This is an optimization exercise on Yosys and OpenROAD, whose aim is small area, a short achievable clock period and few clock cycles, not a production implementation.
In this exercise RTL edits were held to simulation tests only and were not proved equivalent to the original.
Power figures rest on the tool's default switching activity, not on a simulated workload.

<file path="flow/design.v">
module unthbuf_unit (
    input  wire        clk,
    input  wire        rst,         
    input  wire        cmd_valid,
    input  wire [7:0]  cmd_op,
    input  wire [63:0] cmd_a,
    input  wire [63:0] cmd_b,
    output reg         rsp_valid,
    output wire [7:0]  rsp_status,
    output wire [63:0] rsp_d0,
    output wire [63:0] rsp_d1
);
    localparam MAX_CELLS = 8;
    localparam ST_OK        = 3'h0;
    localparam ST_BADWIDTH  = 3'h1;
    localparam ST_INDEX     = 3'h2;
    localparam ST_TOOWIDE   = 3'h3;
    localparam ST_CAPACITY  = 3'h4;
    localparam ST_ILLEGAL   = 3'h5;
    localparam ST_NOTCFG    = 3'h6;
    localparam ST_CELLRANGE = 3'h7;
    integer k;
    genvar  gi;
    function [9:0] add10(input [9:0] x, input [9:0] y);
        reg [9:0] g, p, gn, pn;
        integer i, d;
        begin
            g = x & y;
            p = x ^ y;
            for (d = 1; d < 10; d = d * 2) begin
                gn = g;
                pn = p;
                for (i = d; i < 10; i = i + 1) begin
                    gn[i] = g[i] | (p[i] & g[i-d]);
                    pn[i] = p[i] & p[i-d];
                end
                g = gn;
                p = pn;
            end
            add10 = (x ^ y) ^ {g[8:0], 1'b0};
        end
    endfunction
    function [9:0] sub10(input [9:0] x, input [9:0] y);
        reg [10:0] s;
        begin
            s = add11({x, 1'b1}, {~y, 1'b1});
            sub10 = s[10:1];
        end
    endfunction
    function ge10(input [9:0] x, input [9:0] y);
        reg [15:0] gt, eq, gtn, eqn;
        integer i, n;
        begin
            gt = {6'd0, x & ~y};
            eq = {6'h3f, ~(x ^ y)};
            for (n = 8; n >= 1; n = n / 2) begin
                gtn = 16'd0;
                eqn = 16'd0;
                for (i = 0; i < n; i = i + 1) begin
                    gtn[i] = gt[2*i+1] | (eq[2*i+1] & gt[2*i]);
                    eqn[i] = eq[2*i+1] & eq[2*i];
                end
                gt = gtn;
                eq = eqn;
            end
            ge10 = gt[0] | eq[0];
        end
    endfunction
    function [10:0] add11(input [10:0] x, input [10:0] y);
        reg [10:0] g, p, gn, pn;
        integer i, d;
        begin
            g = x & y;
            p = x ^ y;
            for (d = 1; d < 11; d = d * 2) begin
                gn = g;
                pn = p;
                for (i = d; i < 11; i = i + 1) begin
                    gn[i] = g[i] | (p[i] & g[i-d]);
                    pn[i] = p[i] & p[i-d];
                end
                g = gn;
                p = pn;
            end
            add11 = (x ^ y) ^ {g[9:0], 1'b0};
        end
    endfunction
    function [19:0] csa10(input [9:0] x, input [9:0] y, input [9:0] z);
        reg [9:0] c;
        begin
            c = (x & y) | (x & z) | (y & z);
            csa10 = {c[8:0], 1'b0, x ^ y ^ z};
        end
    endfunction
    function [6:0] ew_of(input [6:0] x);
        integer n;
        begin
            ew_of = 7'd0;
            for (n = 1; n <= 64; n = n + 1)
                if (x == n) ew_of = (64 / n) * n;
        end
    endfunction
    function [9:0] maxlen_of(input pk, input [6:0] x);
        integer n;
        begin
            maxlen_of = 10'd0;
            for (n = 1; n <= 64; n = n + 1)
                if (x == n) maxlen_of = pk ? (512 / n) : 8 * (64 / n);
        end
    endfunction
    reg        configured;
    reg        packed_lay;
    reg [6:0]  width;
    reg [9:0]  length;
    reg [6:0]  cell_bits;        
    reg [3:0]  cap_r;            
    reg  [63:0] wmask;
    always @(*)
        for (k = 0; k < 64; k = k + 1)
            wmask[k] = (k < width);
    wire is_cfga = (cmd_op == 8'h01);
    wire is_cfgp = (cmd_op == 8'h02);
    wire is_cfg  = is_cfga | is_cfgp;
    wire is_get  = (cmd_op == 8'h03);
    wire is_set  = (cmd_op == 8'h04);
    wire is_len  = (cmd_op == 8'h05);
    wire is_pad  = (cmd_op == 8'h06);
    wire is_cap  = (cmd_op == 8'h07);
    wire is_loc  = (cmd_op == 8'h08);
    wire is_rdc  = (cmd_op == 8'h09);
    wire illegal = ~(is_cfg | is_get | is_set | is_len | is_pad | is_cap | is_loc | is_rdc);
    wire op_cfg_lo = (cmd_op[0] ^ cmd_op[1]) & ~cmd_op[2] & ~cmd_op[3];
    wire       a_hi  = |cmd_a[63:10];
    wire [9:0] ai    = cmd_a[9:0];
    wire [6:0] mul_w = op_cfg_lo ? cmd_b[6:0] : width;
    reg  [9:0] pp [0:6];
    always @(*)
        for (k = 0; k < 7; k = k + 1)
            pp[k] = (ai << k) & {10{mul_w[k]}};
    wire [19:0] m1 = csa10(pp[0], pp[1], pp[2]);
    wire [19:0] m2 = csa10(pp[3], pp[4], pp[5]);
    wire [19:0] m3 = csa10(m1[9:0], m1[19:10], m2[9:0]);
    wire [19:0] m4 = csa10(m2[19:10], pp[6], m3[9:0]);
    wire [19:0] m5 = csa10(m3[19:10], m4[9:0], m4[19:10]);
    wire [9:0]  prod = add10(m5[9:0], m5[19:10]);
    wire idx_oob  = a_hi | ge10(ai, length);
    wire too_wide = |(cmd_b & ~wmask);
    wire [9:0] cb10     = {3'd0, cell_bits};
    wire       cell_oob = (|cmd_a[63:3]) | ({1'b0, cmd_a[2:0]} >= cap_cur);
    wire [19:0] r1      = csa10(cb10 & {10{cmd_a[0]}}, (cb10 << 1) & {10{cmd_a[1]}},
                                (cb10 << 2) & {10{cmd_a[2]}});
    wire [9:0] rdc_pos  = add10(r1[9:0], r1[19:10]);
    wire       cfg_w_ok   = ~(|cmd_b[63:7]) & (cmd_b[6:0] != 7'd0) & (cmd_b[6:0] <= 7'd64);
    wire       cfg_cap_ok = ~a_hi & ge10(maxlen_of(is_cfgp, cmd_b[6:0]), ai);
    reg [2:0] status;
    always @(*) begin
        if (illegal)              status = ST_ILLEGAL;
        else if (is_cfg) begin
            if (!cfg_w_ok)        status = ST_BADWIDTH;
            else if (!cfg_cap_ok) status = ST_CAPACITY;
            else                  status = ST_OK;
        end
        else if (!configured)     status = ST_NOTCFG;
        else if (is_get | is_loc) status = idx_oob ? ST_INDEX : ST_OK;
        else if (is_set)          status = idx_oob ? ST_INDEX : too_wide ? ST_TOOWIDE : ST_OK;
        else if (is_rdc)          status = cell_oob ? ST_CELLRANGE : ST_OK;
        else                      status = ST_OK;
    end
    wire ok     = (status == ST_OK);
    wire accept = cmd_valid & ~rst;
    wire [9:0] s_in  = is_rdc ? {1'b0, rdc_pos[8:0]} : prod;
    wire [3:0] c_in1 = {1'b0, s_in[8:6]} + 4'd1;
    reg [2:0]  st_r;
    reg        k_ext, k_rdc, k_len, k_pad, k_cap, k_loc;
    reg        set_r, clr_r;
    reg [9:0]  s_r;               
    reg [3:0]  esel_r;            
    reg [3:0]  osel_r;            
    reg [5:0]  amt_r;             
    reg [63:0] b_r;
    reg [8:0]  pad_r;
    always @(posedge clk) begin
        if (rst) begin
            rsp_valid  <= 1'b0;
            configured <= 1'b0;
            set_r      <= 1'b0;
            clr_r      <= 1'b0;
        end else begin
            rsp_valid <= cmd_valid;
            set_r     <= cmd_valid & ok & is_set;
            clr_r     <= cmd_valid & ok & is_cfg;
            if (cmd_valid & ok & is_cfg)
                configured <= 1'b1;
        end
    end
    always @(posedge clk) begin
        st_r  <= status;
        k_ext <= ok & (is_get | is_rdc);
        k_rdc <= is_rdc;
        k_len <= ok & is_len;
        k_pad <= ok & is_pad;
        k_cap <= ok & is_cap;
        k_loc <= ok & is_loc;
        s_r   <= s_in;
        amt_r <= s_in[5:0] ^ {6{is_set}};
        for (k = 0; k < 4; k = k + 1) begin
            esel_r[k] <= (c_in1[3:1] == k);
            osel_r[k] <= (s_in[8:7] == k);
        end
        b_r   <= cmd_b;
        cap_r <= cap_cur;
        pad_r <= packed_lay ? 9'd0 : (7'd64 - cell_bits) * cap_cur;
        if (accept & ok & is_cfg) begin
            packed_lay <= is_cfgp;
            width      <= cmd_b[6:0];
            length     <= ai;
            cell_bits  <= is_cfgp ? 7'd64 : ew_of(cmd_b[6:0]);
        end
    end
    reg [63:0] cells [0:MAX_CELLS-1];
    wire [2:0] rc  = s_r[8:6];
    wire [5:0] ro  = s_r[5:0];
    reg  [63:0] ge_o;                      
    always @(*)
        for (k = 0; k < 64; k = k + 1)
            ge_o[k] = (k >= ro);
    reg  [63:0] ev, od;
    always @(*) begin
        ev = 64'd0;
        od = 64'd0;
        for (k = 0; k < 4; k = k + 1) begin
            ev = ev | (cells[2*k]   & {64{esel_r[k]}});
            od = od | (cells[2*k+1] & {64{osel_r[k]}});
        end
    end
    wire [63:0] in_ev = ge_o ^ {64{rc[0]}};
    wire [63:0] g_ev = in_ev & {64{~set_r}};
    wire [63:0] g_od = ~in_ev & {64{~set_r}};
    wire [63:0] rin  = (ev & g_ev) | (od & g_od) | ({b_r[0], b_r[63:1]} & {64{set_r}});
    wire [63:0]  rot;
    unthbuf_rot64 u_rot (.x(rin), .amt(amt_r), .y(rot));
    wire [2:0] dv_q;
    wire [9:0] dv_x1, dv_x2, dv_r;
    assign dv_q[2] = ge10(s_r, cb10 << 2);
    assign dv_x1   = dv_q[2] ? sub10(s_r, cb10 << 2) : s_r;
    assign dv_q[1] = ge10(dv_x1, cb10 << 1);
    assign dv_x2   = dv_q[1] ? sub10(dv_x1, cb10 << 1) : dv_x1;
    assign dv_q[0] = ge10(dv_x2, cb10);
    assign dv_r    = dv_q[0] ? sub10(dv_x2, cb10) : dv_x2;
    wire [3:0] cap_new = {1'b0, dv_q} + {3'd0, |dv_r};
    wire [3:0] cap_cur = clr_r ? cap_new : cap_r;
    wire [6:0] mw = k_rdc ? cell_bits : width;
    reg  [63:0] xmask;
    always @(*)
        for (k = 0; k < 64; k = k + 1)
            xmask[k] = k_ext & (k < mw);
    wire [63:0] ext = rot & xmask;
    wire [6:0] endv    = {1'b0, ro} + width;
    wire       span    = packed_lay & (endv > 7'd64);
    wire [5:0] loc_off  = dv_r[5:0];
    wire [2:0] loc_cell = dv_q;
    wire [6:0] low_bits  = span ? (7'd64 - {1'b0, ro}) : width;
    wire [6:0] high_bits = span ? (endv - 7'd64) : 7'd0;
    assign rsp_status = {5'd0, st_r};
    assign rsp_d0 = ext
                  | (k_len ? {54'd0, length} : 64'd0)
                  | (k_cap ? {60'd0, cap_r} : 64'd0)
                  | (k_pad ? {55'd0, pad_r} : 64'd0)
                  | (k_loc ? {61'd0, loc_cell} : 64'd0);
    assign rsp_d1 = k_loc ? {41'd0, high_bits, 1'b0, low_bits, 1'b0, span, loc_off} : 64'd0;
    wire        end_h = endv[6];
    reg  [63:0] lt_e;
    always @(*)
        for (k = 0; k < 64; k = k + 1)
            lt_e[k] = (k < endv[5:0]);
    wire [63:0] win    = (ge_o & (lt_e | {64{end_h}})) | (lt_e & {64{end_h}});
    wire [63:0] wr_ev  = win & in_ev;
    wire [63:0] wr_od  = win & ~in_ev;
    wire [63:0] new_ev, new_od;
    unthbuf_merge u_mev (.old(ev), .ins(rot), .sel(wr_ev), .clr(clr_r), .y(new_ev));
    unthbuf_merge u_mod (.old(od), .ins(rot), .sel(wr_od), .clr(clr_r), .y(new_od));
    generate
        for (gi = 0; gi < 4; gi = gi + 1) begin : g_wr
            wire we_ev = clr_r | (set_r & esel_r[gi]);
            wire we_od = clr_r | (set_r & osel_r[gi]);
            always @(posedge clk) begin
                if (we_ev) cells[2*gi]   <= new_ev;
                if (we_od) cells[2*gi+1] <= new_od;
            end
        end
    endgenerate
endmodule
module unthbuf_rot64 (
    input  wire [63:0] x,
    input  wire [5:0]  amt,
    output reg  [63:0] y
);
    integer k;
    always @(*) begin
        y = x;
        for (k = 0; k < 6; k = k + 1)
            if (amt[k]) y = (y >> (1 << k)) | (y << (64 - (1 << k)));
    end
endmodule
module unthbuf_merge (
    input  wire [63:0] old,
    input  wire [63:0] ins,
    input  wire [63:0] sel,
    input  wire        clr,
    output wire [63:0] y
);
    assign y = {64{~clr}} & ((sel & ins) | (~sel & old));
endmodule
</file>
<file path="flow/flow/run.sh">
#!/bin/bash
# The standard layout (standard.sh: ORFS synthesis to finish), with one
# change: the ports are buffered with sky130_fd_sc_hd__buf_1 instead of the
# buffer buffer_ports picks on its own. Every port still gets a buffer.
set -euo pipefail
export BUFFER_PORTS_ARGS="-buffer_cell sky130_fd_sc_hd__buf_1"
bash standard.sh > standard_flow.log 2>&1
</file>
<file path="flow/standard.sh">
#!/bin/bash
# synth_recipe.tcl (not shown) runs the flow's synth.tcl, then flattens the netlist and writes it again
# the make line also repeats each setting of config.mk as NAME=value (left out here)
make -C /OpenROAD-flow-scripts/flow DESIGN_CONFIG=/design/flow/config.mk WORK_HOME=/design/flow/orfs CLKGATE_MAP_FILE= SYNTH_SCRIPT=/design/flow/synth_recipe.tcl "${@:-finish}"
</file>
<file path="flow/config.mk">
export PLATFORM = sky130hd
export DESIGN_NAME = unthbuf_unit
export DESIGN_NICKNAME = unthbuf_unit
export VERILOG_FILES = /design/flow/design.v
export SDC_FILE = /design/flow/constraint.sdc
export NUM_CORES = 4
export LEC_CHECK = 0
export CAP_MARGIN = 20
export CORE_MARGIN = 2
export CORE_UTILIZATION = 30
export PLACE_DENSITY = 0.45
export SLEW_MARGIN = 20
export SYNTH_HIERARCHICAL = 1
</file>
<file path="flow/constraint.sdc">
create_clock -name core_clock -period 100.0 [get_ports {clk}]
set_input_delay 20.0000 -clock core_clock [delete_from_list [all_inputs] [get_ports {clk}]]
set_output_delay 20.0000 -clock core_clock [all_outputs]
set_load 0.01 [all_outputs]
</file>
==> results.ini, run 1 <==
[layout]
fin_cells=5721
drive_above_1_share_pct=11.7
fin_area_mm2=0.0460
antenna_cells=0
num-fill-cells=13800
synthToLayoutAreaGrowth_pct=12.2
utilization_pct=33.9
nNetsFinal=4152
ff_latch_area_mm2=0.0185
multi_input_area_mm2=0.0211

[global_route]
grt_antenna_before_repair=7
grtUsageTotal_pct=24.9
grt_pass1_vias=31900
grt_remaining_overflow=0
grt_max_degree=106
grt_pass1_wl_um=249000

[synth]
ys_seq_elements=651
syn_area_mm2=0.0410
yosysWarnings=10
ys_seq_area_share_pct=44.9
yosys.area.top_type_share_pct=39.3
ys_top_cells_by_area=edfxtp_1 39%, mux4_2 10%, dfxtp_1 5.6%
synth_common_cells=537 x edfxtp_1, 428 x nand2_1, 369 x nor2_1, 260 x a22oi_1, 205 x mux2i_1
async_flop_share_pct=0
ys.flop_type=edfxtp_1
netlist_instances=3754
synth_edf_count=537
synth.most_common_cell=edfxtp_1
synth_top_cell_by_area=edfxtp_1
syn_avg_cell_area_um2=10.9
synthDistinctLibCells=93

[floorplan]
chipHeight_um=374
dieArea_mm2=0.140
num_rows=135
die_w_um=374
floorplan.initialDensity_pct=30.3
ios=276
coreArea_mm2=0.136

[critical_path]
cp-end-kind=primary output
crit_type=register to primary output
required_ps=80000
setup.worst_path.start_class=register
worst-path-max-fanout=14
critical_path_arrival_ps=7310
r2r_setup_slack_ps=89110

[power]
power_density_mw_per_mm2=37.5
seqPwrFrac_pct=23.4
finalPower_mw=1.73
p_int_mw=0.897
ir_worst_vdd_mv=0.0219
netSwitchingPower_mw=0.830
p_sw_share_pct=48.0
p_clk_share_pct=16.3
p_leak_nw=16.2
power_frac_comb_pct=60.4

[min_path]
hold_class=register to register

[place]
place_inst=5582
port-buffer-count=226
gp_congestion=1.04
dp_hpwl_um=132000
dpl_cell_area_mm2=0.0435

[cts]
htree_levels=3
worstSkewPairLatency_ps=680
cts.repair.resized=0
numCtsBuffers=76
cts_hold_buffers=0
cts.clk_slew.worst_paths_ps=60
post_cts.repair.setup_buffers=0
cts_root_buffer=clkbuf_16
cts.path.max_buffers=3
numClockSinks=651
cts_tree=done

[detailed_routing]
firstDrtPassIters=7
wl_um=179000
ant_nets=0
viasPerCell=5.93
wire_per_inst_um=31.2
drc=0
drt_iter0_drc=4313
vias=33900

[timing]
min_period_ps=27310
clock_skew_ps=38.2
rsz0062_at_grt=false
fmax_ghz=0.0366
min_period_over_period_pct=27.3
setup_tns_ps=0
finalHoldViolCount=0
worst_slew_pin_slew_ps=1360
slew_headroom_pct=8.69
setup_viol=0
slew_violations=0

[outcome]
status=finished clean

[run]
maxCapViolations=0

[path summary, 6_finish.rpt]
check / from / endpoint / cells after the start
setup / recovery: cell_bits[0] / rsp_d1[1] / 25
hold / removal: configured / configured / 1
setup reg to reg: cell_bits[0] / pad_r[8] / 41
hold reg to reg: configured / configured / 1
[power groups by stage]
stage | logic [mW] | clock network, mW | registers (mW)
finish | 1.04 | 0.281 | 0.403
global route | 1.08 | 0.295 | 0.405
CTS | 1.00 | 0.286 | 0.403
detailed placement | 0.998 | 0 | 0.409
global placement | 0.999 | 0 | 0.409
floorplan | 0.647 | 0 | 0.380
[state kept, by name, summed over array words and instances, names as in the netlist, 3 cells and up]
name,flops
cells,512
b_r,64
length,10
s_r,10
pad_r,9
cell_bits,7
width,7
amt_r,6
cap_r,4
esel_r,4
osel_r,4
st_r,3
[area by class of cell]
type                    instances  share of cell area (%)
clock inverters                45                    1.01
well taps                    1781                    4.84
flip-flops and latches        651                    40.1
inverters                     102                   0.837
clock buffers                  94                    4.39
multi-input cells            2751                    45.8
repair buffers                297                    3.02
[worst max-delay path, stage by stage (launching register included)]
cell	delay [ps]
edfxtp_1	560
inv_1	290
ha_1	420
o211ai_2	120
a21boi_1	260
a211o_1	430
nor2_1	70
a21oi_1	210
ha_1	280
o21a_1	150
o31a_1	320
o2111ai_1	270
and3_1	310
nand2_2	190
a21oi_1	270
ha_1	300
o21a_1	130
nor4_1	330
o41ai_1	190
a21oi_1	300
o211a_4	250
a21boi_4	330
inv_2	80
mux2_4	310
and2_1	160
buf_1	120
[logic make-up after synthesis]
kind of cell / share of synthesized area [%]
mux: 15.8
xor+xnor: 2.86
other cells: 0.00914
compound gates: 15.2
simple gates: 11.8
fa+ha+maj: 4.90
buf+inv: 4.64
flops: 44.9
[per-stage QoR]
step           hold slack, ps  setup WS, ps
2_1_floorplan             523         74400
3_3_place_gp              572         73600
3_5_place_dp              573         73520
4_1_cts                   582         72760
5_1_grt                   614         72160
6_report                  584         72690
[per-module statistics from Yosys, one instance, submodules excluded]
module / cell area, um^2 / copies in the design / flops+latches / cells inside
unthbuf_rot64: 4610 / 1 / 0 / 234
unthbuf_merge: 960 / 2 / 0 / 135
unthbuf_unit: 34500 / 1 / 651 / 3250
[layer usage]
metal	routed length, um	GRT usage (%)	share of wire [%]	vias up
li1	-	-	-	14500
met1	75800	34.2	42	17200
met2	77900	37.5	44	1945
met3	16900	5.66	9.5	342
met4	8130	10.3	4.5	2
met5	13	0	0.0073	-
[placed cells by master, fill, tap and decap left out, types with 20 or more instances in the layout]
cell type,n
a21o_1,27
a21oi_1,157
a22oi_1,260
and2_1,26
and3_1,47
buf_1,222
buf_4,70
clkbuf_16,77
conb_1,49
dfxtp_1,96
edfxtp_1,537
fa_1,42
ha_1,92
inv_1,91
mux2i_1,204
mux4_2,189
nand2_1,426
nand2b_1,34
nand3_1,51
nor2_1,368
nor2b_1,20
nor3_1,39
nor4_1,28
o21a_1,24
o21ai_0,199
o22ai_1,59
o32ai_1,62
xnor2_1,111
Testbench counts, summed over its fixed seeds: cycles 12,000.
==> run 2: changes to the inputs <==
--- a/flow/design.v
+++ b/flow/design.v
@@ -94,2 +94,10 @@
     endfunction
+    function [6:0] epc_of(input [6:0] x);
+        integer n;
+        begin
+            epc_of = 7'd0;
+            for (n = 1; n <= 64; n = n + 1)
+                if (x == n) epc_of = 64 / n;
+        end
+    endfunction
     function [6:0] ew_of(input [6:0] x);
@@ -116,2 +124,3 @@
     reg [3:0]  cap_r;            
+    reg        cap_new;          
     reg  [63:0] wmask;
@@ -145,2 +154,19 @@
     wire [9:0]  prod = add10(m5[9:0], m5[19:10]);
+    wire [9:0] e10 = {3'd0, epc_of(width)};
+    wire [2:0] cell_al;
+    wire [9:0] dq_x1, dq_x2;
+    assign cell_al[2] = ge10(ai, e10 << 2);
+    assign dq_x1      = cell_al[2] ? sub10(ai, e10 << 2) : ai;
+    assign cell_al[1] = ge10(dq_x1, e10 << 1);
+    assign dq_x2      = cell_al[1] ? sub10(dq_x1, e10 << 1) : dq_x1;
+    assign cell_al[0] = ge10(dq_x2, e10);
+    wire [2:0] lq;
+    wire [9:0] lx1, lx2, lr;
+    assign lq[2] = (length >= (e10 << 2));
+    assign lx1   = lq[2] ? length - (e10 << 2) : length;
+    assign lq[1] = (lx1 >= (e10 << 1));
+    assign lx2   = lq[1] ? lx1 - (e10 << 1) : lx1;
+    assign lq[0] = (lx2 >= e10);
+    assign lr    = lq[0] ? lx2 - e10 : lx2;
+    wire [3:0] cap_al = {1'b0, lq} + {3'd0, |lr};
     wire idx_oob  = a_hi | ge10(ai, length);
@@ -148,3 +174,2 @@
     wire [9:0] cb10     = {3'd0, cell_bits};
-    wire       cell_oob = (|cmd_a[63:3]) | ({1'b0, cmd_a[2:0]} >= cap_cur);
     wire [19:0] r1      = csa10(cb10 & {10{cmd_a[0]}}, (cb10 << 1) & {10{cmd_a[1]}},
@@ -165,3 +190,2 @@
         else if (is_set)          status = idx_oob ? ST_INDEX : too_wide ? ST_TOOWIDE : ST_OK;
-        else if (is_rdc)          status = cell_oob ? ST_CELLRANGE : ST_OK;
         else                      status = ST_OK;
@@ -171,2 +195,9 @@
     wire [9:0] s_in  = is_rdc ? {1'b0, rdc_pos[8:0]} : prod;
+    reg  [7:0] th_gt, th_eq, th_ge;
+    always @(*)
+        for (k = 0; k < 8; k = k + 1) begin
+            th_gt[k] = (k > s_in[5:3]);
+            th_eq[k] = (k == s_in[5:3]);
+            th_ge[k] = (k >= s_in[2:0]);
+        end
     wire [3:0] c_in1 = {1'b0, s_in[8:6]} + 4'd1;
@@ -176,2 +207,7 @@
     reg [9:0]  s_r;               
+    reg        rdc_r;             
+    reg [2:0]  ra_r;              
+    reg        ra_big;            
+    reg [7:0]  gt_r, eq_r, ge_r;  
+    reg [2:0]  cal_r;             
     reg [3:0]  esel_r;            
@@ -180,3 +216,2 @@
     reg [63:0] b_r;
-    reg [8:0]  pad_r;
     always @(posedge clk) begin
@@ -187,2 +222,3 @@
             clr_r      <= 1'b0;
+            cap_new    <= 1'b0;
         end else begin
@@ -193,4 +229,8 @@
                 configured <= 1'b1;
+            cap_new <= cmd_valid & ok & is_cfg;
         end
     end
+    always @(posedge clk)
+        if (cap_new)
+            cap_r <= packed_lay ? (s_r[9:6] + {3'd0, |s_r[5:0]}) : cap_al;
     always @(posedge clk) begin
@@ -199,2 +239,5 @@
         k_rdc <= is_rdc;
+        rdc_r <= is_rdc & configured;
+        ra_r  <= cmd_a[2:0];
+        ra_big <= |cmd_a[63:3];
         k_len <= ok & is_len;
@@ -210,4 +253,6 @@
         b_r   <= cmd_b;
-        cap_r <= cap_cur;
-        pad_r <= packed_lay ? 9'd0 : (7'd64 - cell_bits) * cap_cur;
+        gt_r  <= th_gt;
+        eq_r  <= th_eq;
+        ge_r  <= th_ge;
+        cal_r <= cell_al;
         if (accept & ok & is_cfg) begin
@@ -225,3 +270,3 @@
         for (k = 0; k < 64; k = k + 1)
-            ge_o[k] = (k >= ro);
+            ge_o[k] = gt_r[k / 8] | (eq_r[k / 8] & ge_r[k % 8]);
     reg  [63:0] ev, od;
@@ -241,12 +286,4 @@
     unthbuf_rot64 u_rot (.x(rin), .amt(amt_r), .y(rot));
-    wire [2:0] dv_q;
-    wire [9:0] dv_x1, dv_x2, dv_r;
-    assign dv_q[2] = ge10(s_r, cb10 << 2);
-    assign dv_x1   = dv_q[2] ? sub10(s_r, cb10 << 2) : s_r;
-    assign dv_q[1] = ge10(dv_x1, cb10 << 1);
-    assign dv_x2   = dv_q[1] ? sub10(dv_x1, cb10 << 1) : dv_x1;
-    assign dv_q[0] = ge10(dv_x2, cb10);
-    assign dv_r    = dv_q[0] ? sub10(dv_x2, cb10) : dv_x2;
-    wire [3:0] cap_new = {1'b0, dv_q} + {3'd0, |dv_r};
-    wire [3:0] cap_cur = clr_r ? cap_new : cap_r;
+    wire [8:0] pad = packed_lay ? 9'd0 : (7'd64 - cell_bits) * cap_r;
+    wire       rdc_oob = rdc_r & (ra_big | ({1'b0, ra_r} >= cap_r));
     wire [6:0] mw = k_rdc ? cell_bits : width;
@@ -255,3 +292,3 @@
         for (k = 0; k < 64; k = k + 1)
-            xmask[k] = k_ext & (k < mw);
+            xmask[k] = k_ext & ~rdc_oob & (k < mw);
     wire [63:0] ext = rot & xmask;
@@ -259,7 +296,8 @@
     wire       span    = packed_lay & (endv > 7'd64);
-    wire [5:0] loc_off  = dv_r[5:0];
-    wire [2:0] loc_cell = dv_q;
+    wire [9:0] al_base  = cal_r * cell_bits;
+    wire [5:0] loc_off  = packed_lay ? ro : (ro - al_base[5:0]);
+    wire [2:0] loc_cell = packed_lay ? rc : cal_r;
     wire [6:0] low_bits  = span ? (7'd64 - {1'b0, ro}) : width;
     wire [6:0] high_bits = span ? (endv - 7'd64) : 7'd0;
-    assign rsp_status = {5'd0, st_r};
+    assign rsp_status = {5'd0, rdc_oob ? ST_CELLRANGE : st_r};
     assign rsp_d0 = ext
@@ -267,3 +305,3 @@
                   | (k_cap ? {60'd0, cap_r} : 64'd0)
-                  | (k_pad ? {55'd0, pad_r} : 64'd0)
+                  | (k_pad ? {55'd0, pad} : 64'd0)
                   | (k_loc ? {61'd0, loc_cell} : 64'd0);
==> run 2 against run 1 <==
Against the previous run: combinational power hardly changed; synthesized cell count rose by 7.1%; cell count rose by 6.6%; clock skew increased by 3.1 ps; routed wire length rose by 3.3%; power fell by 1.1%; first-iteration DRC count rose by 4.8%; setup slack improved by 970 ps; largest cell class unchanged; flip-flop and latch count rose by 22; sequential share of layout area down 1.1 points.
==> results.ini, run 2 <==
[critical_path]
max_stage_delay_ps=640
worst-path-max-fanout=52
crit_type=register to primary output
critPathSlowestCell=mux2i_1
setup.worst_path.start_class=register
critical_path_arrival_ps=6340
cp-end-kind=primary output
required_ps=80000
worstPathCellList=buf_4, inv_4, buf_4, xnor2_1, mux2i_1, o21ai_0, mux4_2, mux4_2, mux4_2, o21ai_0, o21ai_0, buf_1

[outcome]
status=finished clean

[place]
place_inst=5956
dp_slack_ps=73970
port-buffer-count=226
dpl_cell_area_mm2=0.0460
gp_congestion=1.05
dp_hpwl_um=136000

[floorplan]
die_w_um=384
num_rows=139
chipHeight_um=384
ios=276
coreArea_mm2=0.144
floorplan.initialDensity_pct=30.2
dieArea_mm2=0.148

[synth]
ys_seq_elements=673
yosysWarnings=10
synth.most_common_cell=edfxtp_1
synth_common_cells=541 x edfxtp_1, 413 x nor2_1, 386 x nand2_1, 266 x a22oi_1, 251 x o21ai_0
synth_top_cell_by_area=edfxtp_1
ys.flop_type=edfxtp_1
ys_seq_area_share_pct=43.5
syn_avg_cell_area_um2=10.8
async_flop_share_pct=0
syn_area_mm2=0.0434
synthDistinctLibCells=93
netlist_instances=4021
synth_edf_count=541
ys_top_cells_by_area=edfxtp_1 37%, mux4_2 9.8%, dfxtp_1 6.1%
yosys.area.top_type_share_pct=37.4

[cts]
cts.clk_slew.worst_paths_ps=70
htree_levels=3
cts_tree=done
cts.path.max_buffers=3
cts_hold_buffers=0
numClockSinks=673
cts.repair.resized=0
numCtsBuffers=76
cts_root_buffer=clkbuf_16
post_cts.repair.setup_buffers=0
worstSkewPairLatency_ps=710

[power]
p_sw_share_pct=47.6
ir_worst_vdd_mv=0.0206
power_frac_comb_pct=59.4
p_clk_share_pct=16.4
finalPower_mw=1.71
netSwitchingPower_mw=0.813
power_density_mw_per_mm2=35.2
seqPwrFrac_pct=24.2
p_int_mw=0.894
p_leak_nw=16.9

[timing]
worst_slew_pin_slew_ps=1250
min_period_ps=26340
clock_skew_ps=41.3
slew_violations=0
fmax_ghz=0.0380
rsz0062_at_grt=false
fin_ws_ps=73660
holdWs_ps=605
slew_headroom_pct=16.0
finalHoldViolCount=0
min_period_over_period_pct=26.3
setup_viol=0
setup_tns_ps=0

[layout]
ff_latch_area_mm2=0.0189
final_common_cell=edfxtp_1
top_register=cells
layout_common_cells=541 x edfxtp_1, 411 x nor2_1, 384 x nand2_1, 266 x a22oi_1, 250 x o21ai_0
multi_input_area_mm2=0.0227
drive_above_1_share_pct=11.4
largest_reg_flops=512
num-fill-cells=14700
utilization_pct=33.7
reg_top3=cells (512), b_r (64)
synthToLayoutAreaGrowth_pct=11.6
fin_area_mm2=0.0485
nNetsFinal=4439
fin_cells=6099

[global_route]
grt_pass1_vias=33600
grt_pass1_wl_um=259000
grt_antenna_before_repair=12
grt_max_degree=72
grtUsageTotal_pct=24.4
grt_remaining_overflow=0

[detailed_routing]
vias=35800
viasPerCell=5.87
drt_iter0_drc=4521
ant_nets=0
firstDrtPassIters=25
drc=0
wire_per_inst_um=30.3
wl_um=185000

[min_path]
hold_class=register to register

[run]
maxCapViolations=0

[run 2: cell types whose count changed after synthesis, moves of 18 or more]
cell	delta
o21ai_0	+51
a32o_1	+47
nor2_1	+44
nand2_1	-42
and3_1	-37
a21oi_1	+34
inv_1	+31
ha_1	+26
o22ai_1	-23
buf_2	+22
o32ai_1	-22
dfxtp_1	+18
[run 2: cell families after synthesis]
logic type	count (synthesis)	synth area share (%)
AOI/OAI and AO/OA	1062	16.5
xor gates and xnor gates	146	2.95
adders and majority gates	173	5.85
buffers and inverters	457	4.95
DFF	673	43.5
muxes	417	15.2
other	1	0.00864
and+or+nand+nor	1092	11.1
[run 2: path summary, 6_finish.rpt]
kind	cells after the start	slack, ps	from	end
setup / recovery	12	73660	s_r[6]	rsp_d0[6]
hold / removal	1	600	configured	rdc_r
setup reg to reg	33	90710	width[6]	cap_r[1]
hold reg to reg	1	600	configured	rdc_r
[run 2: per-layer routing]
metal,track usage [%],part of all wire [%],vias up
met4,8.00,3.6,0
met2,36.2,43,1906
met1,34.9,44,18200
met5,0,0,-
met3,5.72,9.5,290
li1,-,-,15400
[run 2: critical path: cells and delay by family, from the launching register on]
| family | cells | cell delay, ps |
|---|---|---|
| muxes | 4 | 2480 |
| xor gates and xnor gates | 1 | 300 |
| DFF | 1 | 310 |
| AOI/OAI and AO/OA | 3 | 1010 |
| buffers and inverters | 4 | 1450 |
[run 2: power by group through the flow]
stage          Combinational (mW)  Sequential, mW  Clock, mW
2_1_floorplan               0.623           0.394          0
3_3_place_gp                0.975           0.418          0
3_5_place_dp                0.973           0.418          0
4_1_cts                     0.976           0.413      0.286
5_1_grt                      1.04           0.414      0.297
6_report                     1.01           0.413      0.281
[run 2: final cells by class]
type                    count  share of cell area [%]
flip-flops and latches    673                    39.0
inverters                 131                    1.02
diodes                      5                  0.0258
multi-input cells        2940                    46.9
clock buffers              95                    4.20
clock inverters            43                   0.831
repair buffers            309                    3.07
well taps                1903                    4.91
[run 2: Yosys stat by module, one instance, submodules excluded]
module / times used / flip-flops and latches / cells
unthbuf_merge: 2 / 0 / 135
unthbuf_rot64: 1 / 0 / 234
unthbuf_unit: 1 / 673 / 3517
Testbench counts of run 2, summed over its fixed seeds: cycles 12,000.
==> run 3: changes to the inputs <==
--- a/flow/design.v
+++ b/flow/design.v
@@ -195,3 +195,3 @@
     wire [9:0] s_in  = is_rdc ? {1'b0, rdc_pos[8:0]} : prod;
-    reg  [7:0] th_gt, th_eq, th_ge;
+    reg  [7:0] th_gt, th_eq, th_ge, th_a, th_b;
     always @(*)
@@ -201,2 +201,4 @@
             th_ge[k] = (k >= s_in[2:0]);
+            th_a[k]  = s_in[6] ? (k < s_in[5:3]) : (k > s_in[5:3]);
+            th_b[k]  = s_in[6] ? (k < s_in[2:0]) : (k >= s_in[2:0]);
         end
@@ -211,2 +213,3 @@
     reg [7:0]  gt_r, eq_r, ge_r;  
+    reg [7:0]  ia_r, ib_r;        
     reg [2:0]  cal_r;             
@@ -256,2 +259,4 @@
         ge_r  <= th_ge;
+        ia_r  <= th_a;
+        ib_r  <= th_b;
         cal_r <= cell_al;
@@ -280,3 +285,6 @@
     end
-    wire [63:0] in_ev = ge_o ^ {64{rc[0]}};
+    reg  [63:0] in_ev;
+    always @(*)
+        for (k = 0; k < 64; k = k + 1)
+            in_ev[k] = ia_r[k / 8] | (eq_r[k / 8] & ib_r[k % 8]);
     wire [63:0] g_ev = in_ev & {64{~set_r}};
--- a/flow/config.mk
+++ b/flow/config.mk
@@ -10,2 +10,3 @@
 export CORE_UTILIZATION = 30
+export CTS_BUF_LIST = sky130_fd_sc_hd__clkbuf_4 sky130_fd_sc_hd__clkbuf_8
 export PLACE_DENSITY = 0.45
==> run 3 against run 2 <==
Against the previous run: largest power group unchanged; design area fell by 0.14%; clock power barely moved; critical path type unchanged; power fell by 3.2%; first-iteration DRC count rose by 4.4%; combinational power fell by 7%.
==> results.ini, run 3 <==
[critical_path]
cp-end-kind=primary output
critPathSlowestCell=o21ai_0
worst-path-max-fanout=39
required_ps=80000
crit_type=register to primary output
critical_path_arrival_ps=6460
path_buf_inv=3
crit_family=compound AO/OA/AOI/OAI gates
setup.worst_path.start_class=register
worstPathCellList=buf_4, buf_4, a22oi_1, nand2_1, o21ai_0, o21ai_0, mux4_2, mux4_2, mux4_2, o21ai_0, o221ai_1, buf_1
max_stage_delay_ps=870

[synth]
ys_seq_elements=689
synth_compound_area_share_pct=15.5
netlist_instances=4043
async_flop_share_pct=0
synth-adder-area-share_pct=6.59
synthDistinctLibCells=102
synth_edf_count=541
yosys.area.top_type_share_pct=37.6
syn_avg_cell_area_um2=10.7
synth.most_common_cell=edfxtp_1
synth_top_family_by_area=compound AO/OA/AOI/OAI gates
synth_top_cell_by_area=edfxtp_1
synth_common_cells=541 x edfxtp_1, 418 x nor2_1, 380 x nand2_1, 296 x o21ai_0, 266 x a22oi_1
synth_xor_area_share_pct=1.76
synth-simple-area-share_pct=12.8
ys_seq_area_share_pct=44.5
synth_mux_area_share_pct=14.0
yosysWarnings=10
ys_top_cells_by_area=edfxtp_1 38%, mux4_2 9.9%, dfxtp_1 6.9%
ys.flop_type=edfxtp_1
syn_area_mm2=0.0432

[power]
seqPwrFrac_pct=26.1
ir_worst_vdd_mv=0.0145
p_int_mw=0.862
p_leak_nw=17.1
power_frac_comb_pct=56.8
p_sw_share_pct=47.8
power_density_mw_per_mm2=34.1
netSwitchingPower_mw=0.790
p_clk_share_pct=17.1
finalPower_mw=1.65

[timing]
finalHoldViolCount=0
min_period_over_period_pct=26.5
worst_slew_pin_slew_ps=1210
rsz0062_at_grt=false
slew_headroom_pct=18.9
min_period_ps=26460
setup_viol=0
setup_tns_ps=0
holdWs_ps=524
fmax_ghz=0.0378
clock_skew_ps=51.6
slew_violations=0

[floorplan]
chipHeight_um=384
coreArea_mm2=0.143
num_rows=139
dieArea_mm2=0.147
ios=276
die_w_um=384
floorplan.initialDensity_pct=30.2

[layout]
multi_input_area_mm2=0.0222
synthToLayoutAreaGrowth_pct=12.0
top_register=cells
nNetsFinal=4514
layout_common_cells=541 x edfxtp_1, 418 x nor2_1, 380 x nand2_1, 294 x o21ai_0, 266 x a22oi_1
fin_cells=6219
final_common_cell=edfxtp_1
drive_above_1_share_pct=13.3
ff_latch_area_mm2=0.0192
fin_area_mm2=0.0484
reg_top3=cells (512), b_r (64)
num-fill-cells=14600
largest_reg_flops=512

[global_route]
grt_antenna_before_repair=16
grt_max_degree=116
grt_remaining_overflow=0
grt_pass1_wl_um=256000
grtUsageTotal_pct=24.3
grt_pass1_vias=33500

[place]
place_inst=5988
gp_congestion=1.04
port-buffer-count=226
dpl_cell_area_mm2=0.0458
dp_hpwl_um=135000

[cts]
cts_root_buffer=clkbuf_8
cts_tree=done
cts.repair.resized=0
htree_levels=3
numCtsBuffers=118
cts_hold_buffers=0
cts.path.max_buffers=3
post_cts.repair.setup_buffers=0
worstSkewPairLatency_ps=870
numClockSinks=689
cts.clk_slew.worst_paths_ps=70

[detailed_routing]
drc=0
viasPerCell=5.73
drt_iter0_drc=4722
vias=35600
wl_um=184000
ant_nets=0
firstDrtPassIters=7
wire_per_inst_um=29.5

[min_path]
hold_class=register to register

[run]
maxCapViolations=0

[outcome]
status=finished clean

[run 3: cell types whose count changed in the layout (fill, tap and decap cells not counted), moves of 46 or more]
cell,before,now
mux2i_1,207,148
clkbuf_4,0,46
xnor2_1,116,54
a32o_1,58,3
nand3_1,51,117
clkbuf_8,2,132
clkbuf_16,78,0
[run 3: power by group through the flow]
| stage | clock [mW] | sequential (mW) | combinational, mW |
|---|---|---|---|
| 6_report | 0.282 | 0.432 | 0.938 |
| 5_1_grt | 0.299 | 0.432 | 0.972 |
| 4_1_cts | 0.287 | 0.432 | 0.905 |
| 3_5_place_dp | 0 | 0.438 | 0.902 |
| 3_3_place_gp | 0 | 0.438 | 0.898 |
| 2_1_floorplan | 0 | 0.404 | 0.563 |
[run 3: final timing paths]
path / startpoint / to / slack, ps / cells after the start
worst min-delay path: configured / st_r[2] / 520 / 2
worst max-delay path: esel_r[0] / rsp_d0[8] / 73540 / 12
worst min register to register: configured / st_r[2] / 520 / 2
worst max register to register: width[2] / cap_r[1] / 90780 / 34
[run 3: worst min-delay path: stages, from the launching register on]
cell and delay [ps]:
dfxtp_1 320, nand2_1 70, a32o_1 110
[run 3: layout make-up]
type | count | share of cell area, %
Antenna cell | 5 | 0.0258
Clock buffer | 178 | 4.47
Clock inverter | 47 | 0.874
Inverter | 121 | 0.938
Multi-Input combinational cell | 2964 | 45.9
Sequential cell | 689 | 39.8
Tap cell | 1903 | 4.92
Timing Repair Buffer | 312 | 3.16
[run 3: layer usage]
| metal | wire, um | track usage, % | part of all wire (%) |
|---|---|---|---|
| met1 | 78100 | 33.9 | 43 |
| met2 | 81100 | 37.1 | 44 |
| met3 | 17200 | 5.38 | 9.4 |
| met4 | 7130 | 8.60 | 3.9 |
| met5 | 49 | 0 | 0.027 |
[run 3: per-stage QoR]
stage | worst slack (ps) | util (%)
floorplan | 74990 | -
global placement | 73640 | 31.9
detailed placement | 73620 | 31.9
CTS | 73730 | 33.7
global route | 73560 | 33.8
finish | 73540 | 33.8
[run 3: kinds of logic (layout without fill, tap and decap cells)]
group	after synthesis	in the layout
AND/OR/NAND/NOR	1219	1219
AO/OA/AOI/OAI	1044	1044
flip-flops	689	689
buffers and inverters	439	658
multiplexers	360	360
adder cells (fa/ha/maj)	204	204
XOR/XNOR	87	87
other	1	55
[run 3: modules after synthesis, one instance, submodules excluded]
module / times used / flops+latches
unthbuf_unit: 1 / 689
unthbuf_rot64: 1 / 0
unthbuf_merge: 2 / 0
Testbench counts of run 3, summed over its fixed seeds: cycles 12,000.
==> run 4: changes to the inputs <==
--- a/flow/design.v
+++ b/flow/design.v
@@ -195,3 +195,3 @@
     wire [9:0] s_in  = is_rdc ? {1'b0, rdc_pos[8:0]} : prod;
-    reg  [7:0] th_gt, th_eq, th_ge, th_a, th_b;
+    reg  [7:0] th_gt, th_eq, th_ge;
     always @(*)
@@ -201,4 +201,2 @@
             th_ge[k] = (k >= s_in[2:0]);
-            th_a[k]  = s_in[6] ? (k < s_in[5:3]) : (k > s_in[5:3]);
-            th_b[k]  = s_in[6] ? (k < s_in[2:0]) : (k >= s_in[2:0]);
         end
@@ -213,3 +211,2 @@
     reg [7:0]  gt_r, eq_r, ge_r;  
-    reg [7:0]  ia_r, ib_r;        
     reg [2:0]  cal_r;             
@@ -259,4 +256,2 @@
         ge_r  <= th_ge;
-        ia_r  <= th_a;
-        ib_r  <= th_b;
         cal_r <= cell_al;
@@ -285,6 +280,3 @@
     end
-    reg  [63:0] in_ev;
-    always @(*)
-        for (k = 0; k < 64; k = k + 1)
-            in_ev[k] = ia_r[k / 8] | (eq_r[k / 8] & ib_r[k % 8]);
+    wire [63:0] in_ev = ge_o ^ {64{rc[0]}};
     wire [63:0] g_ev = in_ev & {64{~set_r}};
==> flow/flow/run.sh (replaced) <==
#!/bin/bash
# The standard layout (standard.sh: ORFS synthesis to finish), with two
# changes:
#  * the ports are buffered with sky130_fd_sc_hd__buf_1 instead of the
#    buffer buffer_ports picks on its own (every port still gets a buffer);
#  * ORFS's repair_timing steps aim for more setup slack than the clock
#    period needs, so that they shorten the worst paths.
# The clock, the SDC and everything else are the standard flow's.
set -euo pipefail
export BUFFER_PORTS_ARGS="-buffer_cell sky130_fd_sc_hd__buf_1"
export SETUP_SLACK_MARGIN=76
bash standard.sh > standard_flow.log 2>&1
--- a/flow/config.mk
+++ b/flow/config.mk
@@ -10,3 +10,2 @@
 export CORE_UTILIZATION = 30
-export CTS_BUF_LIST = sky130_fd_sc_hd__clkbuf_4 sky130_fd_sc_hd__clkbuf_8
 export PLACE_DENSITY = 0.45
==> run 4 against run 3 <==
Against the previous run: still clean; design area up 14%; flip-flop and latch count down 16; first-iteration DRC count up 3.6%; combinational power increased by 46%; non-clock buffer count up 217; die area rose by 0.47%; synthesized cell count is 0.54% lower; sequential share of layout area is 5.3 points lower; power grew 26%; fmax is 7.5% higher; clock-buffer cell count decreased by 70; critical path type unchanged; largest cell class unchanged; highest routed layer unchanged.
==> results.ini, run 4 <==
[min_path]
hold-path-cell-count=1
hold_class=register to register

[detailed_routing]
wire_per_inst_um=31.7
drc=0
wl_um=200000
vias=37800
viasPerCell=5.98
ant_nets=0
firstDrtPassIters=25
drt_iter0_drc=4890

[critical_path]
crit_type=register to primary output
critical_path_arrival_ps=4620
cp-end-kind=primary output
setup.worst_path.start_class=register
worst-path-max-fanout=11
required_ps=80000
rr_worst_depth=33

[cts]
cts_root_buffer=clkbuf_16
cts_hold_buffers=0
htree_levels=3
numCtsBuffers=81
cts_tree=done
cts.path.max_buffers=3
numClockSinks=673
cts.clk_slew.worst_paths_ps=60
worstSkewPairLatency_ps=730

[timing]
min_period_over_period_pct=24.6
fmax_ghz=0.0406
holdWs_ps=579
slew_violations=0
worst_slew_pin_slew_ps=1140
finalHoldViolCount=0
rsz0062_at_grt=true
setup_tns_ps=0
slew_headroom_pct=23.1
fin_ws_ps=75380
clock_skew_ps=44.9
min_period_ps=24620
setup_viol=0

[layout]
reg_top3=cells (512), b_r (64)
fin_area_mm2=0.0552
fin_cells=6323
layout_common_cells=541 x edfxtp_1, 359 x nor2_1, 350 x nand2_1, 243 x a22oi_1, 207 x buf_4
final_common_cell=edfxtp_1
largest_reg_flops=512
drive_above_1_share_pct=28.3
top_register=cells
utilization_pct=38.4
nNetsFinal=4665
synthToLayoutAreaGrowth_pct=27.1

[synth]
synth_edf_count=541
syn_avg_cell_area_um2=10.8
ys_seq_elements=673
yosysWarnings=10
synthDistinctLibCells=93
async_flop_share_pct=0
netlist_instances=4021
ys_seq_area_share_pct=43.5
synth_top_cell_by_area=edfxtp_1
syn_area_mm2=0.0434
synth.most_common_cell=edfxtp_1
ys_top_cells_by_area=edfxtp_1 37%, mux4_2 9.8%, dfxtp_1 6.1%
ys.flop_type=edfxtp_1
synth_common_cells=541 x edfxtp_1, 413 x nor2_1, 386 x nand2_1, 266 x a22oi_1, 251 x o21ai_0
yosys.area.top_type_share_pct=37.4

[place]
dpl_cell_area_mm2=0.0463
dp_slack_ps=73970
place_inst=5958
gp_congestion=1.05
dp_hpwl_um=139000
port-buffer-count=226

[power]
p_sw_share_pct=46.4
power_frac_comb_pct=65.7
p_int_mw=1.12
ir_worst_vdd_mv=0.0225
seqPwrFrac_pct=20.1
p_leak_nw=19.4
power_density_mw_per_mm2=37.7
finalPower_mw=2.08
netSwitchingPower_mw=0.965
p_clk_share_pct=14.3

[global_route]
grtUsageTotal_pct=26.0
grt_antenna_before_repair=7
grt_pass1_vias=35700
grt_remaining_overflow=0
grt_max_degree=90
grt_pass1_wl_um=274000

[floorplan]
floorplan.initialDensity_pct=30.2
ios=276
coreArea_mm2=0.144
die_w_um=384
dieArea_mm2=0.148
chipHeight_um=384
num_rows=139

[outcome]
status=finished clean

[run]
maxCapViolations=0

-- run 4: cell count changes after synthesis, sizes merged, moves of 30 or more --
cell / change
nand3: -66
xnor2: +63
mux2i: +60
a32o: +55
o21ai: -48
o32ai: +36
maj3: -31
a21oi: -30
-- run 4: area by class of cell --
| class | count | area (um^2) |
|---|---|---|
| clock buffers | 108 | 2210 |
| flip-flops and latches | 673 | 19000 |
| fillers | 14200 | 88500 |
| inverters | 131 | 537 |
| clock inverters | 35 | 424 |
| well taps | 1903 | 2380 |
| repair buffers | 529 | 4500 |
| diodes | 3 | 7.51 |
| multi-input cells | 2940 | 26100 |
| repair inverters | 1 | 8.76 |
-- run 4: power by group through the flow --
| stage | sequential [mW] | clock, mW | combinational [mW] |
|---|---|---|---|
| 2_1_floorplan | 0.394 | 0 | 0.628 |
| 3_3_place_gp | 0.429 | 0 | 0.971 |
| 3_5_place_dp | 0.429 | 0 | 0.971 |
| 4_1_cts | 0.415 | 0.302 | 1.22 |
| 5_1_grt | 0.418 | 0.311 | 1.39 |
| 6_report | 0.418 | 0.297 | 1.37 |
-- run 4: kinds of logic (layout without fill, tap and decap cells) --
logic type      Yosys count  count (layout)  synth area share (%)
xor+xnor                146             146                  2.95
flops                   673             673                  43.5
mux                     417             417                  15.2
buf+inv                 457             804                  4.95
simple gates           1092            1092                  11.1
other cells               1              53               0.00864
fa+ha+maj               173             173                  5.85
compound gates         1062            1062                  16.5
-- run 4: layer usage --
metal / up-vias / GRT usage, % / routed length (um)
li1: 15900 / - / -
met1: 19100 / 35.4 / 82700
met2: 2301 / 38.1 / 85300
met3: 479 / 7.57 / 21400
met4: 8 / 11.7 / 11000
met5: - / 0 / 48
-- run 4: per-module statistics from Yosys (local to each module, per instance) --
module | times used | cells | flops+latches
unthbuf_merge | 2 | 135 | 0
unthbuf_rot64 | 1 | 234 | 0
unthbuf_unit | 1 | 3517 | 673
-- run 4: path summary, 6_finish.rpt --
check,start,endpoint,slack [ps]
min reg2reg,configured,rdc_r,580
max reg2reg,width[6],cap_r[1],90510
min,configured,rdc_r,580
max,s_r[6],rsp_d0[2],75380
-- run 4: timing repair --
item                       4_1_cts  5_1_grt
setup endpoints to repair      111       83
setup buffers                  151       45
pin swaps                       68       84
gates resized for setup        655      327
gates cloned                    11       12
-- run 4: critical path, cell delays in order, from the launching register on --
cell and delay (ps):
dfxtp_4 450, inv_12 70, buf_12 130, buf_4 210, xnor2_1 220, mux2i_1 320
o21ai_1 200, mux4_2 560, mux4_2 590, mux4_2 620, o21ai_4 120, o211ai_1 190
buf_2 210
Testbench counts of run 4, summed over its fixed seeds: cycles 12,000.
==> run 5: changes to the inputs <==
--- a/flow/design.v
+++ b/flow/design.v
@@ -144,6 +144,8 @@
     wire [6:0] mul_w = op_cfg_lo ? cmd_b[6:0] : width;
-    reg  [9:0] pp [0:6];
-    always @(*)
-        for (k = 0; k < 7; k = k + 1)
+    reg  [9:0] pp [0:5];
+    always @(*) begin
+        for (k = 0; k < 6; k = k + 1)
             pp[k] = (ai << k) & {10{mul_w[k]}};
+        pp[0] = pp[0] | ((ai << 6) & {10{mul_w[6]}});
+    end
     wire [19:0] m1 = csa10(pp[0], pp[1], pp[2]);
@@ -151,5 +153,4 @@
     wire [19:0] m3 = csa10(m1[9:0], m1[19:10], m2[9:0]);
-    wire [19:0] m4 = csa10(m2[19:10], pp[6], m3[9:0]);
-    wire [19:0] m5 = csa10(m3[19:10], m4[9:0], m4[19:10]);
-    wire [9:0]  prod = add10(m5[9:0], m5[19:10]);
+    wire [19:0] m4 = csa10(m3[9:0], m3[19:10], m2[19:10]);
+    wire [9:0]  prod = add10(m4[9:0], m4[19:10]);
     wire [9:0] e10 = {3'd0, epc_of(width)};
@@ -195,3 +196,3 @@
     wire [9:0] s_in  = is_rdc ? {1'b0, rdc_pos[8:0]} : prod;
-    reg  [7:0] th_gt, th_eq, th_ge;
+    reg  [7:0] th_gt, th_eq, th_ge, th_a, th_b;
     always @(*)
@@ -201,2 +202,4 @@
             th_ge[k] = (k >= s_in[2:0]);
+            th_a[k]  = s_in[6] ? (k < s_in[5:3]) : (k > s_in[5:3]);
+            th_b[k]  = s_in[6] ? (k < s_in[2:0]) : (k >= s_in[2:0]);
         end
@@ -211,2 +214,3 @@
     reg [7:0]  gt_r, eq_r, ge_r;  
+    reg [7:0]  ia_r, ib_r;        
     reg [2:0]  cal_r;             
@@ -256,2 +260,4 @@
         ge_r  <= th_ge;
+        ia_r  <= th_a;
+        ib_r  <= th_b;
         cal_r <= cell_al;
@@ -280,3 +286,6 @@
     end
-    wire [63:0] in_ev = ge_o ^ {64{rc[0]}};
+    reg  [63:0] in_ev;
+    always @(*)
+        for (k = 0; k < 64; k = k + 1)
+            in_ev[k] = ia_r[k / 8] | (eq_r[k / 8] & ib_r[k % 8]);
     wire [63:0] g_ev = in_ev & {64{~set_r}};
==> flow/flow/run.sh (replaced) <==
#!/bin/bash
# The standard layout (standard.sh: ORFS synthesis to finish), with two
# changes:
#  * the ports are buffered with sky130_fd_sc_hd__buf_1 instead of the
#    buffer buffer_ports picks on its own (every port still gets a buffer);
#  * the floorplan step's gate sizing (ORFS's repair_timing after
#    synthesis) aims for more setup slack than the clock period needs, so
#    that it sizes the gates of the worst paths up.
# The clock, the SDC and everything else are the standard flow's.
set -euo pipefail
export BUFFER_PORTS_ARGS="-buffer_cell sky130_fd_sc_hd__buf_1"
SETUP_SLACK_MARGIN=76 bash standard.sh synth floorplan > standard_flow_floorplan.log 2>&1
bash standard.sh > standard_flow.log 2>&1
--- a/flow/config.mk
+++ b/flow/config.mk
@@ -10,2 +10,3 @@
 export CORE_UTILIZATION = 30
+export CTS_BUF_LIST = sky130_fd_sc_hd__clkbuf_4 sky130_fd_sc_hd__clkbuf_8
 export PLACE_DENSITY = 0.45
==> run 5 against run 4 <==
Against the previous run: core utilization is 4.5 points lower; largest cell class unchanged; combinational power is 31% lower; clock skew is 16 ps higher; flip-flop and latch count is 16 higher; hold slack better by 74 ps; design area is 12% lower; global-route usage is 1.1 points lower; critical path type unchanged; non-clock buffer count is 223 lower; first-iteration DRC count is 12% lower; largest power group unchanged; sequential share of layout area is 5.2 points higher; via count is 4.5% lower; highest routed layer unchanged.
==> results.ini, run 5 <==
[outcome]
status=finished clean

[synth]
synth_mux_area_share_pct=13.9
yosysWarnings=10
synth_xor_area_share_pct=1.74
synth_common_cells=541 x edfxtp_1, 435 x nor2_1, 384 x nand2_1, 295 x o21ai_0, 275 x a22oi_1
synthDistinctLibCells=93
synth_top_cell_by_area=edfxtp_1
synth-simple-area-share_pct=12.8
syn_area_mm2=0.0432
ys_top_cells_by_area=edfxtp_1 38%, mux4_2 9.8%, dfxtp_1 6.9%
netlist_instances=4083
ys_seq_elements=689
synth.most_common_cell=edfxtp_1
synth_compound_area_share_pct=15.9
synth_top_family_by_area=compound AO/OA/AOI/OAI gates
syn_avg_cell_area_um2=10.6
yosys.area.top_type_share_pct=37.6
synth_edf_count=541
async_flop_share_pct=0
synth-adder-area-share_pct=6.30
ys.flop_type=edfxtp_1
ys_seq_area_share_pct=44.4

[floorplan]
num_rows=139
dieArea_mm2=0.147
chipHeight_um=384
floorplan.initialDensity_pct=30.2
ios=276
coreArea_mm2=0.143
die_w_um=384

[critical_path]
crit_type=register to primary output
critical_path_arrival_ps=6290
setup.worst_path.start_class=register
worst-path-max-fanout=34
cp-end-kind=primary output
required_ps=80000

[detailed_routing]
wire_per_inst_um=30.0
drc=0
vias=36100
drt_iter0_drc=4321
ant_nets=0
viasPerCell=5.77
firstDrtPassIters=6
wl_um=188000

[layout]
final_common_cell=edfxtp_1
synthToLayoutAreaGrowth_pct=12.4
utilization_pct=33.9
drive_above_1_share_pct=14.2
top_register=cells
layout_common_cells=541 x edfxtp_1, 432 x nor2_1, 382 x nand2_1, 289 x o21ai_0, 273 x a22oi_1
num-fill-cells=14800
reg_top3=cells (512), b_r (64)
nNetsFinal=4544
largest_reg_flops=512

[place]
dp_hpwl_um=140000
port-buffer-count=226
gp_congestion=1.04

[timing]
finalHoldViolCount=0
worst_slew_pin_slew_ps=1210
min_period_over_period_pct=26.3
rsz0062_at_grt=false
setup_viol=0
min_period_ps=26290
slew_headroom_pct=18.4
clock_skew_ps=61.2
setup_tns_ps=0
slew_violations=0
fmax_ghz=0.0380

[global_route]
grt_busiest_layer=met2
grtUsageTotal_pct=24.9
grt_max_degree=77
grt_pass1_wl_um=262000
grt_remaining_overflow=0
grt_pass1_vias=34400
use_met1_pct=32.8
grt_antenna_before_repair=17
use_met2_pct=38.2
globalRouteMet3Util_pct=6.15

[power]
power_density_mw_per_mm2=34.0
p_leak_nw=17.1
ir_worst_vdd_mv=0.0184

[min_path]
hold_class=register to register

[cts]
worstSkewPairLatency_ps=830
cts.clk_slew.worst_paths_ps=60
cts_tree=done
numClockSinks=689
htree_levels=3
numCtsBuffers=121
cts.repair.resized=0
cts_hold_buffers=0
cts_root_buffer=clkbuf_8
cts.path.max_buffers=3
post_cts.repair.setup_buffers=0

[run]
maxCapViolations=0

## run 5: kinds of logic after synthesis
family,count (synthesis)
and+or+nand+nor,1231
muxes,357
other,1
xor gates and xnor gates,86
adders and majority gates,194
AOI/OAI and AO/OA,1075
buffers and inverters,450
DFF,689
## run 5: Yosys stat by module (local to each module, per instance)
| module | cell area [um^2] | times used | cells inside | flip-flops and latches |
|---|---|---|---|---|
| unthbuf_rot64 | 4610 | 1 | 234 | 0 |
| unthbuf_unit | 36700 | 1 | 3579 | 689 |
| unthbuf_merge | 960 | 2 | 135 | 0 |
## run 5: final cells by class
class | instances | area (um^2) | area share, %
Inverter | 129 | 504 | 1.04
Tap cell | 1903 | 2380 | 4.90
Clock inverter | 43 | 290 | 0.597
Timing Repair Buffer | 306 | 1480 | 3.04
Clock buffer | 185 | 2220 | 4.57
Antenna cell | 11 | 27.5 | 0.0566
Sequential cell | 689 | 19200 | 39.6
Multi-Input combinational cell | 2993 | 22500 | 46.2
## run 5: worst max-delay path, stage by stage (launching register included)
cell and delay [ps]:
dfxtp_2 500, buf_4 380, a22oi_1 240, nand2_1 120, o21ai_0 910, o21ai_0 430
mux4_1 720, mux4_2 610, mux4_2 670, o21ai_0 250, o21ai_0 350, buf_1 230
## run 5: layer usage
layer | vias to the layer above | part of all wire (%)
met5 | - | 0.015
met2 | 1873 | 44
met3 | 364 | 9.1
li1 | 15700 | -
met1 | 18200 | 41
met4 | 4 | 5.2
## run 5: metrics by stage
step | worst slack, ps | cells | power, mW | instance area, um^2 | hold WS, ps
2_1_floorplan | 74800 | 4132 | 0.977 | 43700 | 471
3_3_place_gp | 73830 | 6018 | 1.34 | 46000 | 629
3_5_place_dp | 73710 | 6019 | 1.35 | 46000 | 625
4_1_cts | 73910 | 6247 | 1.62 | 48500 | 633
5_1_grt | 73730 | 6253 | 1.70 | 48600 | 644
6_report | 73710 | 6259 | 1.65 | 48600 | 654
## run 5: final timing paths
path                            startpoint        end  slack, ps  cells after the start
worst max-delay path             esel_r[1]  rsp_d0[4]      73710                     11
worst min-delay path            configured      rdc_r        650                      1
worst max register to register    width[1]   cap_r[1]      90440                     31
worst min register to register  configured      rdc_r        650                      1
## run 5: power breakdown
group / internal, mW / total, mW / switching [mW]
combinational: 0.314 / 0.943 / 0.629
sequential: 0.396 / 0.437 / 0.0411
clock: 0.147 / 0.272 / 0.125
Testbench counts of run 5, summed over its fixed seeds: cycles 12,000.
==> run 6: changes to the inputs <==
--- a/flow/config.mk
+++ b/flow/config.mk
@@ -9,5 +9,4 @@
 export CORE_MARGIN = 2
-export CORE_UTILIZATION = 30
-export CTS_BUF_LIST = sky130_fd_sc_hd__clkbuf_4 sky130_fd_sc_hd__clkbuf_8
-export PLACE_DENSITY = 0.45
+export CORE_UTILIZATION = 40
+export PLACE_DENSITY = 0.6
 export SLEW_MARGIN = 20
==> run 6 against run 5 <==
Against the previous run: sequential power hardly changed; critical path depth down 2; non-clock buffer count shrank 10; flip-flop and latch count unchanged; setup slack improved by 350 ps.
==> results.ini, run 6 <==
[cts]
cts_hold_buffers=0
worstSkewPairLatency_ps=670
cts.repair.resized=0
htree_levels=3
numClockSinks=689
cts_root_buffer=clkbuf_16
cts.clk_slew.worst_paths_ps=60
cts.path.max_buffers=3
cts_tree=done
post_cts.repair.setup_buffers=0
numCtsBuffers=75

[detailed_routing]
firstDrtPassIters=6
viasPerCell=6.43
drt_iter0_drc=5440
drc=0
wl_um=169000
ant_nets=0
wire_per_inst_um=29.8
vias=36400

[floorplan]
die_w_um=333
dieArea_mm2=0.111
coreArea_mm2=0.107
chipHeight_um=333
num_rows=120
ios=276
floorplan.initialDensity_pct=40.3

[global_route]
grt_remaining_overflow=0
grt_pass1_wl_um=238000
grtUsageTotal_pct=29.5
grt_pass1_vias=33600
grt_antenna_before_repair=24
grt_max_degree=91

[critical_path]
crit_type=register to primary output
worst-path-max-fanout=9
setup.worst_path.start_class=register
cp-startpoint=ib_r[3]
r2r_start=width[6]
rr_worst_depth=28
critical_path_arrival_ps=5940
cp-end-kind=primary output
required_ps=80000
r2r-end=cap_r[1]
r2r_setup_slack_ps=90500

[outcome]
status=finished clean

[synth]
syn_area_mm2=0.0432
ys.flop_type=edfxtp_1
yosysWarnings=10
ys_seq_elements=689
netlist_instances=4083
synth_edf_count=541
synthDistinctLibCells=93
ys_seq_area_share_pct=44.4
async_flop_share_pct=0
ys_top_cells_by_area=edfxtp_1 38%, mux4_2 9.8%, dfxtp_1 6.9%
synth_common_cells=541 x edfxtp_1, 435 x nor2_1, 384 x nand2_1, 295 x o21ai_0, 275 x a22oi_1
yosys.area.top_type_share_pct=37.6
synth.most_common_cell=edfxtp_1
synth_top_cell_by_area=edfxtp_1
syn_avg_cell_area_um2=10.6

[timing]
fin_ws_ps=74060
clock_skew_ps=44.6
rsz0062_at_grt=false
holdWs_ps=637
min_period_ps=25940
setup_viol=0
fmax_ghz=0.0385
min_period_over_period_pct=25.9
setup_tns_ps=0
slew_headroom_pct=12.0
slew_violations=0
finalHoldViolCount=0
worst_slew_pin_slew_ps=1310

[place]
gp_congestion=1.09
port-buffer-count=226
dp_hpwl_um=126000
dp_slack_ps=73880

[min_path]
hold_start=configured
hold_class=register to register
min_to=rdc_r
hold-path-cell-count=1

[layout]
reg_top3=cells (512), b_r (64)
largest_reg_flops=512
layout_common_cells=541 x edfxtp_1, 430 x nor2_1, 382 x nand2_1, 289 x o21ai_0, 273 x a22oi_1
drive_above_1_share_pct=11.9
top_register=cells
ff_latch_area_mm2=0.0192
synthToLayoutAreaGrowth_pct=10.8
multi_input_area_mm2=0.0225
final_common_cell=edfxtp_1
nNetsFinal=4488
num-fill-cells=10200

[power]
ir_worst_vdd_mv=0.0194
power_density_mw_per_mm2=34.2
finalPower_mw=1.64
p_leak_nw=16.9

[run]
maxCapViolations=0

run 6: cell types whose count changed in the layout (fill, tap and decap cells not counted), sizes merged:
cell / change
clkinvlp: -5
buf: -9
bufinv: +5
clkbuf: -85
clkinv: -9
diode: +3
inv: +2
run 6: routing by layer:
layer / vias to the layer above / global-route usage (%) / part of all wire (%)
met5: - / 0 / 0.023
met4: 6 / 15.6 / 6.3
met3: 464 / 8.49 / 12
met2: 2519 / 44.5 / 44
met1: 17900 / 38.3 / 38
li1: 15600 / - / -
run 6: worst max path at each step:
stage                            to  cells after the start
final                     rsp_d0[4]                      9
after global placement     cal_r[0]                     27
after floorplan            cal_r[0]                     27
after detailed placement   cal_r[0]                     27
after global routing      rsp_d0[5]                     11
after CTS                 rsp_d0[5]                     11
run 6: through the flow:
step / util, % / instance area [um^2] / std cells
after floorplan: - / 43700 / 4132
after global placement: 42.3 / 45300 / 5510
after detailed placement: 42.3 / 45300 / 5510
after CTS: 44.6 / 47800 / 5647
after global routing: 44.7 / 47900 / 5660
final: 44.7 / 47900 / 5661
run 6: worst max-delay path, cell delays in order (launching register included):
cell and delay, ps:
dfxtp_1 970, a21oi_1 270, o21ai_0 1070, o21ai_0 390, mux4_2 610, mux4_2 570
mux4_2 640, o21ai_0 220, o21ai_0 310, buf_1 220
run 6: cell families (layout without fill, tap and decap cells):
family	after synthesis	in the layout	synth area share (%)
xor gates and xnor gates	86	86	1.74
other	1	64	0.00867
and+or+nand+nor	1231	1231	12.8
buffers and inverters	450	562	4.94
AOI/OAI and AO/OA	1075	1075	15.9
adders and majority gates	194	194	6.30
DFF	689	689	44.4
muxes	357	357	13.9
run 6: cell type report:
| class | count | area share [%] |
|---|---|---|
| multi-input cells | 2993 | 46.9 |
| inverters | 129 | 1.05 |
| clock buffers | 101 | 4.31 |
| repair buffers | 296 | 2.88 |
| clock inverters | 36 | 0.964 |
| flip-flops and latches | 689 | 40.2 |
| well taps | 1403 | 3.66 |
| diodes | 14 | 0.0731 |
run 6: per-module statistics from Yosys, one instance, submodules excluded:
| module | cells inside | times used |
|---|---|---|
| unthbuf_merge | 135 | 2 |
| unthbuf_unit | 3579 | 1 |
| unthbuf_rot64 | 234 | 1 |
run 6: where the power goes:
group,internal [mW],leakage [nW],switching (mW)
logic,0.312,9.54,0.604
clock network,0.165,1.24,0.121
registers,0.396,6.12,0.0404

## separate check: timing with driven ports
The flow's constraints put no driver on any port. The routed layouts listed below were extracted and timed again, unchanged, in two steps.
Step 1 assumes that a clkbuf_16 drives the clock port and a buf_2 every other input.
Step 2 also shifts input and output timing later by t, the mid clock arrival at the registers, as if the neighbouring blocks saw the same clock.
a / b / c = ideal ports / drivers / drivers and shift; a / b = the first two.
| run | t, ns | setup WS [ns] | worst setup path at the end | worst slew at a driven data input, ns |
|---|---|---|---|---|
| run 1 | 0.738 | 72.695 / 72.614 / 73.352 | register to output | 0.08 |
| run 2 | 0.758 | 73.662 / 73.592 / 73.890 | input to register | 0.14 |
| run 3 | 0.924 | 73.537 / 73.461 / 73.419 | input to register | 0.13 |
| run 4 | 0.784 | 75.379 / 75.302 / 74.941 | input to register | 0.17 |
| run 5 | 0.885 | 73.711 / 73.631 / 73.688 | input to register | 0.23 |
| run 6 | 0.728 | 74.057 / 73.978 / 73.898 | input to register | 0.19 |
After both steps setup and hold are still met in every run listed. The setup slack of run 4, which loses most, moves by -0.077 ns with the drivers and by -0.438 ns with both steps.
